This design comes from an exercise in tuning for small area, a short achievable clock period and few clock cycles per item on the open sky130 flow, not from production work.
Function was checked by simulation only, so behaviour that the tests miss may differ from the original.

==> inputs of run a <==
==> flow/design.v (excerpt) <==
module phaser_core (
    input  wire        clk,
    input  wire        rst,
    input  wire        cfg_we,
    input  wire [2:0]  cfg_addr,
    input  wire [15:0] cfg_data,
    input  wire        s_valid,
    output wire        s_ready,
    input  wire        s_ch,
    input  wire [15:0] s_x,
    output reg         o_valid,
    output reg  [15:0] o_y
);
Settings: LEC_CHECK=0, CAP_MARGIN=20, CORE_MARGIN=2, CORE_UTILIZATION=40, PLACE_DENSITY=0.6, SLEW_MARGIN=20; clock period 25.0 ns.
run.sh (not shown) runs the stock make flow with config.mk's settings and CLKGATE_MAP_FILE= SYNTH_SCRIPT=/design/flow/synth_recipe.tcl, a recipe that flattens the netlist after the stock synthesis.
==> run b (differences from run a) <==
--- a/flow/design.v
+++ b/flow/design.v
@@ -6242,29 +6242,28 @@
     reg [8:0]  oh;                    
     reg        rdy;
     reg        v0, v1, v2, vb;        
     reg        ch0, ch1, ch2, chb;
     reg [15:0] x0, x1, x2, xb;
     reg [15:0] pq;                    
     assign s_ready = rdy;
     wire accept = s_valid & rdy;
-    reg signed [17:0] br;             
-    reg [20:0]        fac_r;
+    reg [20:0]        fr;             
     reg [39:0]        fpr;            
     reg [16:0]        th3r;           
     reg [12:0]        th2r;
     reg [20:0] dr0, dr1, dr2, dr3;    
     reg [17:0] dl0, dl1, dl2, dl3;    
     reg [16:0] dt0, dt1, dt2, dt3;    
     reg [17:0]        cf0, cf1, cf2, cf3;
     reg signed [21:0] g2, g3;
     reg [20:0]        ar, al, ad;     
     reg [17:0]        cb0, cb1, cb2, cb3;
-    reg signed [23:0] au, acc2, yy;      
+    reg signed [23:0] au, yy;          
     reg signed [23:0] mx;
     reg [3:0]         ssel1;          
     reg [1:0]         ssel2;          
     wire signed [21:0] k22 = {1'b0, p_inten, 5'b00000};
     wire [15:0] lfo_q = p_quad ? (pq + 16'h4000) : pq;
     wire signed [17:0] lfo_b;
     phaser_lfo u_lfo (
         .phase (lfo_q),
@@ -6276,18 +6275,18 @@
                        ({17{oh[7]}} & {2'b0, th3r[16:2]}) |
                        ({17{~(oh[5] | oh[6] | oh[7])}} & {3'b0, th3r[16:3]});
     wire [16:0] th_s = ({17{oh[6]}} & th3r) | ({17{oh[7]}} & {1'b0, th3r[16:1]}) |
                        ({17{oh[8]}} & {2'b0, th3r[16:2]}) |
                        ({17{~(oh[6] | oh[7] | oh[8])}} & {3'b0, th3r[16:3]});
     wire signed [21:0] m_v = fpr[31:10];
     wire [20:0] fac = 21'd1048576 + {m_v[21], m_v[20:1]};
     wire signed [21:0] fa = ({22{oh[1]}} & {6'd0, p_depth}) | ({22{oh[0]}} & MIX) |
-                            ({22{oh[3]}} & {1'b0, fac_r}) | ({22{frest}} & {5'd0, th_m});
-    wire signed [17:0] fb = ({18{oh[1]}} & br) | ({18{oh[0]}} & {{2{xb[15]}}, xb}) |
+                            ({22{oh[3]}} & {1'b0, fr}) | ({22{frest}} & {5'd0, th_m});
+    wire signed [17:0] fb = ({18{oh[1]}} & fr[17:0]) | ({18{oh[0]}} & {{2{xb[15]}}, xb}) |
                             ({18{oh[3]}} & TH0) | ({18{frest}} & {5'd0, th2r});
     wire [39:0] fp;
     pc_mul2218 u_fmul (.a(fa), .b(fb), .p(fp));
     wire [16:0] sq_a = ({17{oh[4]}} & fpr[33:17]) | ({17{oh[5]}} & {1'b0, th3r[16:1]}) |
                        ({17{oh[6]}} & {2'b0, th3r[16:2]}) |
                        ({17{~(oh[4] | oh[5] | oh[6])}} & {3'b0, th3r[16:3]});
     wire [33:0] sq_p;
     pc_sq17 u_sq (.a(sq_a), .p(sq_p));
@@ -6298,57 +6297,58 @@
     wire [16:0] t_v  = th_s + {9'd0, tt};
     wire [16:0] t_m1 = th_s + {9'd0, tt} - 17'd1;
     wire [20:0] d_r0 = {1'b0, t_v, 3'b100};
     wire [17:0] d_l0 = {1'b0, t_m1};
     wire signed [23:0] s0c = chb ? st01 : st00;
     wire signed [23:0] s1c = chb ? st11 : st10;
     wire signed [23:0] s2c = chb ? st21 : st20;
     wire signed [23:0] s3c = chb ? st31 : st30;
-    wire signed [21:0] m1a = ({22{oh[7]}} & g3) | ({22{oh[8] | oh[6]}} & dco(cb3)) |
+    wire signed [21:0] m1a = ({22{oh[7]}} & g3) | ({22{(oh[8] & ~p_fbsw) | oh[6]}} & dco(cb3)) |
                              ({22{oh[0]}} & k22) | ({22{oh[1]}} & {1'b0, al}) |
                              ({22{oh[2] | oh[3]}} & dco(cb0)) | ({22{oh[4]}} & dco(cb1)) |
                              ({22{oh[5]}} & dco(cb2));
     wire signed [23:0] m1b = ({24{ssel1[0]}} & st00) | ({24{ssel1[1]}} & st01) |
                              ({24{ssel1[2]}} & st20) | ({24{ssel1[3]}} & st21) |
                              ({24{oh[0] | oh[1] | oh[2]}} & au) |
                              ({24{oh[3] | oh[4] | oh[5] | oh[6]}} & ~yy);
     wire signed [21:0] m2a = ({22{oh[7]}} & g2) | ({22{oh[8]}} & dco(cf2)) |
                              ({22{oh[0]}} & dco(cf1)) | ({22{oh[1]}} & dco(cf0)) |
                              ({22{oh[2]}} & k22) | ({22{oh[3]}} & dco(cb1)) |
                              ({22{oh[4]}} & dco(cb2)) | ({22{oh[5]}} & dco(cb3)) |
                              ({22{oh[6]}} & MIX);
     wire signed [23:0] m2b = ({24{ssel2[0]}} & st10) | ({24{ssel2[1]}} & st11) |
                              ({24{oh[8]}} & {{2{1'b1}}, dco(cf3)}) |
                              ({24{oh[0]}} & {{2{g2[21]}}, g2}) | ({24{oh[1]}} & {{2{g3[21]}}, g3}) |
-                             ({24{oh[2]}} & acc2) |
+                             ({24{oh[2]}} & yy) |
                              ({24{oh[3] | oh[4] | oh[5] | oh[6]}} & yy);
     wire signed [23:0] xw  = {{3{xb[15]}}, xb, 5'b00000};
-    wire signed [23:0] s12 = add24(au, acc2);
+    wire signed [23:0] s12 = add24(au, yy);
     wire signed [23:0] m1x = ({24{oh[8]}} & s12) | ({24{oh[0]}} & xw) | ({24{oh[2]}} & s0c) |
                              ({24{oh[3] | oh[4] | oh[5] | oh[6]}} & au);
     wire signed [23:0] m2x = ({24{oh[2]}} & 24'sd1048576) | ({24{oh[3]}} & s1c) |
                              ({24{oh[4]}} & s2c) | ({24{oh[5]}} & s3c) | ({24{oh[6]}} & mx);
     wire        m1n = oh[3] | oh[4] | oh[5] | oh[6];
     wire [46:0] m1r0, m1r1, m2r0, m2r1;
     pc_mac u_m1 (.a(m1a), .b(m1b), .x({m1x[23], m1x}), .n(m1n), .r0(m1r0), .r1(m1r1));
     pc_mac u_m2 (.a(m2a), .b(m2b), .x({m2x[23], m2x}), .n(1'b0), .r0(m2r0), .r1(m2r1));
     wire [46:0] m1sum = m1r0 + m1r1;
     wire [46:0] m2sum = m2r0 + m2r1;
     wire signed [24:0] m1e = m1sum[44:20];
     wire signed [24:0] m2e = m2sum[44:20];
     wire signed [23:0] m1r = (m1e[24] != m1e[23]) ? (m1e[24] ? 24'sh800000 : 24'sh7fffff) : m1e[23:0];
     wire signed [23:0] m2r = (m2e[24] != m2e[23]) ? (m2e[24] ? 24'sh800000 : 24'sh7fffff) : m2e[23:0];
-    wire [46:0] s3w  = {{3{s3c[23]}}, s3c, 20'd0};
+    wire signed [23:0] s3m = p_fbsw ? 24'sd0 : s3c;
+    wire [46:0] s3w  = {{3{s3m[23]}}, s3m, 20'd0};
     wire [46:0] c3s  = m1r0 ^ m1r1 ^ s3w;
     wire [46:0] c3c  = (m1r0 & m1r1) | (m1r0 & s3w) | (m1r1 & s3w);
     wire [46:0] sn_s = c3s + {c3c[45:0], 1'b0};
     wire signed [25:0] sn_e2 = sn_s[45:20];
-    wire signed [23:0] sn_hi = add24(24'sh7fffff, s3c);
-    wire signed [23:0] sn_lo = add24(24'sh800000, s3c);
+    wire signed [23:0] sn_hi = add24(24'sh7fffff, s3m);
+    wire signed [23:0] sn_lo = add24(24'sh800000, s3m);
     wire signed [23:0] sn_ex = (sn_e2 > 26'sd8388607)  ? 24'sh7fffff :
                                (sn_e2 < -26'sd8388608) ? 24'sh800000 : sn_e2[23:0];
     wire signed [23:0] sn_b  = (m1e[24:23] == 2'b01) ? sn_hi :
                                (m1e[24:23] == 2'b10) ? sn_lo : sn_ex;
     wire signed [23:0] out_w   = m2r;
     wire signed [18:0] out_s   = out_w[23:5];
     wire [15:0]        out_sat = (out_s > 19'sd32767)  ? 16'h7fff :
                                  (out_s < -19'sd32768) ? 16'h8000 : out_s[15:0];
@@ -6434,18 +6434,18 @@
                 cb1 <= cf1;
                 cb2 <= cf2;
                 cb3 <= cf3;
             end
             ssel1 <= {oh_n[8] & chb_n, oh_n[8] & ~chb_n, oh_n[7] & chb_n, oh_n[7] & ~chb_n};
             ssel2 <= {oh_n[7] & chb_n, oh_n[7] & ~chb_n};
             fpr  <= fp;
             th2r <= sq_p[32:20];
-            if (oh[0]) br    <= lfo_b;
-            if (oh[2]) fac_r <= fac;
+            if (oh[0]) fr    <= {{3{lfo_b[17]}}, lfo_b};
+            if (oh[2]) fr    <= fac;
             if (oh[4]) th3r  <= fpr[33:17];
             if (oh[1]) mx    <= fpr[38:15];
             if (oh[6]) begin dr3 <= d_r0; dl3 <= d_l0; dt3 <= t_v; cf3 <= d3s2[17:0]; end
             else       begin dr3 <= d3s2[38:18]; dl3 <= d3s2[17:0]; end
             if (oh[7]) begin dr2 <= d_r0; dl2 <= d_l0; dt2 <= t_v; cf2 <= d2s2[17:0]; end
             else       begin dr2 <= d2s2[38:18]; dl2 <= d2s2[17:0]; end
             if (oh[8]) begin dr1 <= d_r0; dl1 <= d_l0; dt1 <= t_v; cf1 <= d1s2[17:0]; end
             else       begin dr1 <= d1s2[38:18]; dl1 <= d1s2[17:0]; end
@@ -6456,22 +6456,21 @@
             if (oh[2]) begin
                 ar <= 21'd524288;
                 al <= 21'd0;
                 ad <= a_den;
             end else if (~oh[1]) begin
                 ar <= as3[41:21];
                 al <= as3[20:0];
             end
-            if (oh[7] | oh[1]) acc2 <= m2r;       
             if (oh[7] | oh[0] | oh[1]) au <= m1r;
-            if (oh[8]) au <= p_fbsw ? s12 : sn_b;
+            if (oh[8]) au <= sn_b;
             if (oh[3] | oh[4] | oh[5]) au <= yy;
             if (oh[2]) yy  <= m1r;
-            if (oh[3] | oh[4] | oh[5]) yy <= m2r;
+            if (oh[7] | oh[1] | oh[3] | oh[4] | oh[5]) yy <= m2r;
             if (vb) begin
                 if (oh[3]) begin if (chb) st01 <= m1r; else st00 <= m1r; end
                 if (oh[4]) begin if (chb) st11 <= m1r; else st10 <= m1r; end
                 if (oh[5]) begin if (chb) st21 <= m1r; else st20 <= m1r; end
                 if (oh[6]) begin if (chb) st31 <= m1r; else st30 <= m1r; end
             end
             o_valid <= oh[6] & vb;
             if (oh[6]) o_y <= out_sat;
==> flow/flow/run.sh (new file) <==
#!/bin/bash
# The standard layout, with ORFS's timing repair asked to leave 15 ns of setup
# slack at the design's 25 ns clock, so that it sizes the datapath for speed.
# The clock, the constraints and every other setting are the standard flow's own.
set -euo pipefail
bash standard.sh SETUP_SLACK_MARGIN=15 finish > standard_flow.log 2>&1
==> flow/standard.sh (new file) <==
#!/bin/bash
# synth_recipe.tcl (not shown) runs the flow's synth.tcl, then flattens the netlist and writes it again
# the make line also repeats each setting of config.mk as NAME=value (left out here)
make -C /OpenROAD-flow-scripts/flow DESIGN_CONFIG=/design/flow/config.mk WORK_HOME=/design/flow/orfs CLKGATE_MAP_FILE= SYNTH_SCRIPT=/design/flow/synth_recipe.tcl "${@:-finish}"
- CORE_UTILIZATION: 40 -> 55
- CTS_BUF_LIST: unset -> sky130_fd_sc_hd__clkbuf_8
- PLACE_DENSITY: 0.6 -> 0.7
removed: flow/run.sh
==> run c (differences from run a) <==
--- a/flow/design.v
+++ b/flow/design.v
@@ -6242,29 +6242,28 @@
     reg [8:0]  oh;                    
     reg        rdy;
     reg        v0, v1, v2, vb;        
     reg        ch0, ch1, ch2, chb;
     reg [15:0] x0, x1, x2, xb;
     reg [15:0] pq;                    
     assign s_ready = rdy;
     wire accept = s_valid & rdy;
-    reg signed [17:0] br;             
-    reg [20:0]        fac_r;
+    reg [20:0]        fr;             
     reg [39:0]        fpr;            
     reg [16:0]        th3r;           
     reg [12:0]        th2r;
     reg [20:0] dr0, dr1, dr2, dr3;    
     reg [17:0] dl0, dl1, dl2, dl3;    
     reg [16:0] dt0, dt1, dt2, dt3;    
     reg [17:0]        cf0, cf1, cf2, cf3;
     reg signed [21:0] g2, g3;
     reg [20:0]        ar, al, ad;     
     reg [17:0]        cb0, cb1, cb2, cb3;
-    reg signed [23:0] au, acc2, yy;      
+    reg signed [23:0] au, yy;          
     reg signed [23:0] mx;
     reg [3:0]         ssel1;          
     reg [1:0]         ssel2;          
     wire signed [21:0] k22 = {1'b0, p_inten, 5'b00000};
     wire [15:0] lfo_q = p_quad ? (pq + 16'h4000) : pq;
     wire signed [17:0] lfo_b;
     phaser_lfo u_lfo (
         .phase (lfo_q),
@@ -6276,18 +6275,18 @@
                        ({17{oh[7]}} & {2'b0, th3r[16:2]}) |
                        ({17{~(oh[5] | oh[6] | oh[7])}} & {3'b0, th3r[16:3]});
     wire [16:0] th_s = ({17{oh[6]}} & th3r) | ({17{oh[7]}} & {1'b0, th3r[16:1]}) |
                        ({17{oh[8]}} & {2'b0, th3r[16:2]}) |
                        ({17{~(oh[6] | oh[7] | oh[8])}} & {3'b0, th3r[16:3]});
     wire signed [21:0] m_v = fpr[31:10];
     wire [20:0] fac = 21'd1048576 + {m_v[21], m_v[20:1]};
     wire signed [21:0] fa = ({22{oh[1]}} & {6'd0, p_depth}) | ({22{oh[0]}} & MIX) |
-                            ({22{oh[3]}} & {1'b0, fac_r}) | ({22{frest}} & {5'd0, th_m});
-    wire signed [17:0] fb = ({18{oh[1]}} & br) | ({18{oh[0]}} & {{2{xb[15]}}, xb}) |
+                            ({22{oh[3]}} & {1'b0, fr}) | ({22{frest}} & {5'd0, th_m});
+    wire signed [17:0] fb = ({18{oh[1]}} & fr[17:0]) | ({18{oh[0]}} & {{2{xb[15]}}, xb}) |
                             ({18{oh[3]}} & TH0) | ({18{frest}} & {5'd0, th2r});
     wire [39:0] fp;
     pc_mul2218 u_fmul (.a(fa), .b(fb), .p(fp));
     wire [16:0] sq_a = ({17{oh[4]}} & fpr[33:17]) | ({17{oh[5]}} & {1'b0, th3r[16:1]}) |
                        ({17{oh[6]}} & {2'b0, th3r[16:2]}) |
                        ({17{~(oh[4] | oh[5] | oh[6])}} & {3'b0, th3r[16:3]});
     wire [33:0] sq_p;
     pc_sq17 u_sq (.a(sq_a), .p(sq_p));
@@ -6314,20 +6313,20 @@
     wire signed [21:0] m2a = ({22{oh[7]}} & g2) | ({22{oh[8]}} & dco(cf2)) |
                              ({22{oh[0]}} & dco(cf1)) | ({22{oh[1]}} & dco(cf0)) |
                              ({22{oh[2]}} & k22) | ({22{oh[3]}} & dco(cb1)) |
                              ({22{oh[4]}} & dco(cb2)) | ({22{oh[5]}} & dco(cb3)) |
                              ({22{oh[6]}} & MIX);
     wire signed [23:0] m2b = ({24{ssel2[0]}} & st10) | ({24{ssel2[1]}} & st11) |
                              ({24{oh[8]}} & {{2{1'b1}}, dco(cf3)}) |
                              ({24{oh[0]}} & {{2{g2[21]}}, g2}) | ({24{oh[1]}} & {{2{g3[21]}}, g3}) |
-                             ({24{oh[2]}} & acc2) |
+                             ({24{oh[2]}} & yy) |
                              ({24{oh[3] | oh[4] | oh[5] | oh[6]}} & yy);
     wire signed [23:0] xw  = {{3{xb[15]}}, xb, 5'b00000};
-    wire signed [23:0] s12 = add24(au, acc2);
+    wire signed [23:0] s12 = add24(au, yy);
     wire signed [23:0] m1x = ({24{oh[8]}} & s12) | ({24{oh[0]}} & xw) | ({24{oh[2]}} & s0c) |
                              ({24{oh[3] | oh[4] | oh[5] | oh[6]}} & au);
     wire signed [23:0] m2x = ({24{oh[2]}} & 24'sd1048576) | ({24{oh[3]}} & s1c) |
                              ({24{oh[4]}} & s2c) | ({24{oh[5]}} & s3c) | ({24{oh[6]}} & mx);
     wire        m1n = oh[3] | oh[4] | oh[5] | oh[6];
     wire [46:0] m1r0, m1r1, m2r0, m2r1;
     pc_mac u_m1 (.a(m1a), .b(m1b), .x({m1x[23], m1x}), .n(m1n), .r0(m1r0), .r1(m1r1));
     pc_mac u_m2 (.a(m2a), .b(m2b), .x({m2x[23], m2x}), .n(1'b0), .r0(m2r0), .r1(m2r1));
@@ -6434,18 +6433,18 @@
                 cb1 <= cf1;
                 cb2 <= cf2;
                 cb3 <= cf3;
             end
             ssel1 <= {oh_n[8] & chb_n, oh_n[8] & ~chb_n, oh_n[7] & chb_n, oh_n[7] & ~chb_n};
             ssel2 <= {oh_n[7] & chb_n, oh_n[7] & ~chb_n};
             fpr  <= fp;
             th2r <= sq_p[32:20];
-            if (oh[0]) br    <= lfo_b;
-            if (oh[2]) fac_r <= fac;
+            if (oh[0]) fr    <= {{3{lfo_b[17]}}, lfo_b};
+            if (oh[2]) fr    <= fac;
             if (oh[4]) th3r  <= fpr[33:17];
             if (oh[1]) mx    <= fpr[38:15];
             if (oh[6]) begin dr3 <= d_r0; dl3 <= d_l0; dt3 <= t_v; cf3 <= d3s2[17:0]; end
             else       begin dr3 <= d3s2[38:18]; dl3 <= d3s2[17:0]; end
             if (oh[7]) begin dr2 <= d_r0; dl2 <= d_l0; dt2 <= t_v; cf2 <= d2s2[17:0]; end
             else       begin dr2 <= d2s2[38:18]; dl2 <= d2s2[17:0]; end
             if (oh[8]) begin dr1 <= d_r0; dl1 <= d_l0; dt1 <= t_v; cf1 <= d1s2[17:0]; end
             else       begin dr1 <= d1s2[38:18]; dl1 <= d1s2[17:0]; end
@@ -6456,22 +6455,21 @@
             if (oh[2]) begin
                 ar <= 21'd524288;
                 al <= 21'd0;
                 ad <= a_den;
             end else if (~oh[1]) begin
                 ar <= as3[41:21];
                 al <= as3[20:0];
             end
-            if (oh[7] | oh[1]) acc2 <= m2r;       
             if (oh[7] | oh[0] | oh[1]) au <= m1r;
             if (oh[8]) au <= p_fbsw ? s12 : sn_b;
             if (oh[3] | oh[4] | oh[5]) au <= yy;
             if (oh[2]) yy  <= m1r;
-            if (oh[3] | oh[4] | oh[5]) yy <= m2r;
+            if (oh[7] | oh[1] | oh[3] | oh[4] | oh[5]) yy <= m2r;
             if (vb) begin
                 if (oh[3]) begin if (chb) st01 <= m1r; else st00 <= m1r; end
                 if (oh[4]) begin if (chb) st11 <= m1r; else st10 <= m1r; end
                 if (oh[5]) begin if (chb) st21 <= m1r; else st20 <= m1r; end
                 if (oh[6]) begin if (chb) st31 <= m1r; else st30 <= m1r; end
             end
             o_valid <= oh[6] & vb;
             if (oh[6]) o_y <= out_sat;
==> flow/flow/run.sh (new file) <==
#!/bin/bash
# The standard layout, with ORFS's timing repair asked to leave 15 ns of setup
# slack at the design's 25 ns clock, so that it sizes the datapath for speed.
# The clock, the constraints and every other setting are the standard flow's own.
set -euo pipefail
bash standard.sh SETUP_SLACK_MARGIN=15 finish > standard_flow.log 2>&1
==> flow/standard.sh (new file) <==
#!/bin/bash
# synth_recipe.tcl (not shown) runs the flow's synth.tcl, then flattens the netlist and writes it again
# the make line also repeats each setting of config.mk as NAME=value (left out here)
make -C /OpenROAD-flow-scripts/flow DESIGN_CONFIG=/design/flow/config.mk WORK_HOME=/design/flow/orfs CLKGATE_MAP_FILE= SYNTH_SCRIPT=/design/flow/synth_recipe.tcl "${@:-finish}"
removed: flow/run.sh
==> comparison <==
Clock skew: run c > run b > run a.
Against run b, the final cell count of run c is higher by 4.9%.
Register-to-register slack: run c is higher than run a (3.2 ns).
Run a finished clean. Run b produced a clean layout. Run c ran to the end with no violations.
Sequential share of layout area, lowest first: run c, run b, run a.
In run c the die area is smaller than in run a, by about 0.64%.
==> figures <==
item	run a	run b	run c
Routed length on met3	46.4 mm	52.3 mm	46.0 mm
Overall Global Routing Usage	29.0%	41.3%	29.4%
Worst reg2reg setup slack	10.98 ns	13.89 ns	14.19 ns
CTS-repair resized insts	0	400	327
Post-Synth Adder-Cell Area	31.8%	31.8%	32.0%
Status	no timing/DRC/antenna violations	no timing/DRC/antenna violations	no timing/DRC/antenna violations
M2 GR Usage	44.2%	60.8%	44.8%
Die Wd	536 um	459 um	534 um
Distinct cell type count after synthesis	105	122	119
Antenna diodes	7	11	9
Reg-to-reg critical path startpoint	au[1]	yy[0]	yy[19]
Yosys top cell area share	24.9%	24.7%	25.0%
Testbench counts of run a, summed over its fixed seeds: cycles 14,648, items 1,600.
Testbench counts of run b, summed over its fixed seeds: cycles 14,648, items 1,600.
Testbench counts of run c, summed over its fixed seeds: cycles 14,648, items 1,600.

-- static timing again, ports no longer ideal --
In the flow no input, the clock included, has a driving cell. The finished layouts below were timed again as built, in two steps.
Step 1 (the two cells are an assumption about what drives the block):
set clk [get_ports {clk}]
set_driving_cell -lib_cell sky130_fd_sc_hd__clkbuf_16 $clk
set_driving_cell -lib_cell sky130_fd_sc_hd__buf_2 [delete_from_list [all_inputs] $clk]
Step 2 also shifts input and output timing later by t, the mid clock arrival at the registers, as if the neighbouring blocks saw the same clock.
Slacks: ideal / step 1 / step 2; pairs: ideal / step 1.
run | shift t [ns] | setup slack, ns | worst register clock-pin slew, ns
run a | 0.894 | 10.976 / 10.976 / 10.976 | 0.08 / 0.08
run b | 1.043 | 13.892 / 13.892 / 13.892 | 0.08 / 0.08
run c | 0.831 | 14.190 / 14.190 / 14.190 | 0.08 / 0.08
After both steps every run listed still meets setup and hold.
